From an optimization exercise on the open Yosys and OpenROAD flow, aimed at small area, a short achievable clock period and few clock cycles per item; shortcuts taken in it are not production practice. RTL that was checked went through simulation tests only; none was proved equivalent to the original. Power is estimated from default activity; no workload was simulated.

Setup of quartz:
## comlynx_arbiter
module comlynx_arbiter (
    input  wire        clk,
    input  wire        rst,         
    input  wire        cmd_valid,
    output reg         cmd_ready,
    input  wire [31:0] cmd_data,
    input  wire        cmd_last,
    output reg         rsp_valid,
    input  wire        rsp_ready,
    output wire [15:0] rsp_data
);
    localparam NN  = 24;
    localparam [4:0] C_NONE    = 5'd0,
                     C_CONF    = 5'd1,
                     C_CONFM   = 5'd2,
                     C_SETIE   = 5'd3,
                     C_SEND    = 5'd4,
                     C_RECV    = 5'd5,
                     C_BRK     = 5'd6,
                     C_RXRDY   = 5'd7,
                     C_TXRDY   = 5'd8,
                     C_TXEMPTY = 5'd9,
                     C_RXBRK   = 5'd10,
                     C_IRQ     = 5'd11,
                     C_SERCTL  = 5'd12,
                     C_HFRM    = 5'd13,
                     C_HOVR    = 5'd14,
                     C_HPAR    = 5'd15,
                     C_HANY    = 5'd16,
                     C_RSTERR  = 5'd17,
                     C_PE      = 5'd18,
                     C_PO      = 5'd19,
                     C_P       = 5'd20,
                     C_CHK     = 5'd21;
    integer i;
    reg          cfg_configured, cfg_enabled, cfg_even;
    reg [2:0]    fault;
    reg [NN-1:0] n_ovr, n_par, n_brk, n_rxie, n_txie;
    reg [5:0]    rp [0:NN-1];           
    reg [5:0]    head, tail;
    reg [4:0]    b_snd [0:31];
    reg [7:0]    b_pay [0:31];
    reg [31:0]   b_xp;                  
    reg [31:0]   b_pp;                  
    reg        in_tr;         
    reg        a_v, a_first, a_last;
    reg [4:0]  a_c;           
    reg        a_hd;          
    reg [2:0]  a_sf;          
    reg        a_ok;          
    reg        a_ncfg;        
    reg        a_send, a_recv;
    reg [4:0]  a_k;           
    reg [5:0]  a_p;           
    reg [4:0]  a_ks;          
    reg [5:0]  a_ps;          
    reg [8:0]  a_d;
    reg        a_dp;          
  ...
Size in the first run: about 3,600 cells after synthesis, about 860 flip-flops, roughly 0.042 mm2 of cells after synthesis.
clock: 10.0 ns
lec_check: 0
cap_margin: 20
core_margin: 2
core_utilization: 40
cts_buf_list: sky130_fd_sc_hd__clkbuf_8
slew_margin: 20
standard.sh (not shown) runs the stock make flow with config.mk's settings and CLKGATE_MAP_FILE= SYNTH_SCRIPT=/design/flow/synth_recipe.tcl, a recipe that flattens the netlist after the stock synthesis.
==> flow/flow/run.sh <==
#!/bin/bash
set -euo pipefail
bash standard.sh SETUP_SLACK_MARGIN=6.75 finish > flow_make.log 2>&1
Edits applied to the flow inputs when going from quartz to ember:
--- a/flow/design.v
+++ b/flow/design.v
@@ -143,19 +143,19 @@
     wire first = go & a_first;
     wire [2:0] nf = ~a_ok                         ? a_sf :
                     (needcfg & ~cfg_configured)   ? 3'd4 :
                     (c_recv & ~has_next)          ? 3'd6 : 3'd0;
     wire nf_any = ~a_ok | (needcfg & ~cfg_configured) | (c_recv & ~has_next);
     reg  held;                           
     wire exec  = first & ~held & ~nf_any;
-    wire ovr_k  = n_ovr[a_ks];
-    wire par_k  = n_par[a_ks];
-    wire brk_k  = n_brk[a_ks];
-    wire rxie_k = n_rxie[a_ks];
-    wire txie_k = n_txie[a_ks];
+    wire ovr_k  = n_ovr[k];
+    wire par_k  = n_par[k];
+    wire brk_k  = n_brk[k];
+    wire rxie_k = n_rxie[k];
+    wire txie_k = n_txie[k];
     reg [8:0] val;
     always @(*) begin
         val = 9'd0;
         case (a_c)
             C_SEND:    val = {8'd0, tx_ready};
             C_RECV:    val = {1'd0, pay};
             C_RXRDY:   val = {8'd0, has_next};
@@ -272,15 +272,15 @@
         end
     end
     wire       rp_we = step | snd_adv;
     wire [5:0] rp_wv = step ? p1 : tail + 6'd1;
     wire b_we = a_v & a_first & c_send & ~full;
     always @(posedge clk) begin
         if (b_we) begin
-            b_snd[t5]  <= a_ks;
+            b_snd[t5]  <= a_k;
             b_pay[t5]  <= a_d[7:0];
             b_xp[t5]   <= new_xp;
             b_pp[t5]   <= a_dp;
         end
     end
     wire [5:0] rp_node = rp[node];
     wire       in_raw  = ~(rp_we & (node == k));   
On met1 usage: between quartz and ember, it ends up higher for quartz. [compare] base=quartz new=ember: quantity of gates resized following cts shows an increase of 19; clock group share of total power has increased; transition time of the tightest slew-check pin fell by 0.010 ns; power in combinational cells fell about 5%. Setup slack: ember vs quartz down 0.048 ns.
Testbench counts of ember, summed over its fixed seeds: cycles 12,829, cmds 12,000.
The RTL of quartz was laid out without a check of its function.

## separate check: timing with driven ports
How much do the figures lean on ideal ports? The routed layouts below were timed once more, with nothing changed but the port constraints.
Step 1: set_driving_cell puts a clkbuf_16 on clk and a buf_2 on each other input, an assumption about the parent block.
Step 2 times the ports against the registers' clock, not the clock port: input delays grow and output delays shrink by t, the midpoint of the rising clock arrivals with the driver on.
Slacks: ideal ports / drivers / drivers and shift; pairs: ideal ports / drivers.
| run | shift t [ns] | slack for setup (ns) | worst setup path at the end | worst register clock-pin slew, ns |
|---|---|---|---|---|
| quartz | 0.916 | 6.655 / 6.607 / 5.691 | input to register | 0.07 / 0.07 |
| ember | 0.924 | 6.607 / 6.606 / 5.773 | input to register | 0.07 / 0.07 |
After both steps every run listed still meets setup and hold. For quartz, which loses most, drivers alone change the setup slack by -0.048 ns; drivers and shift together by -0.964 ns.
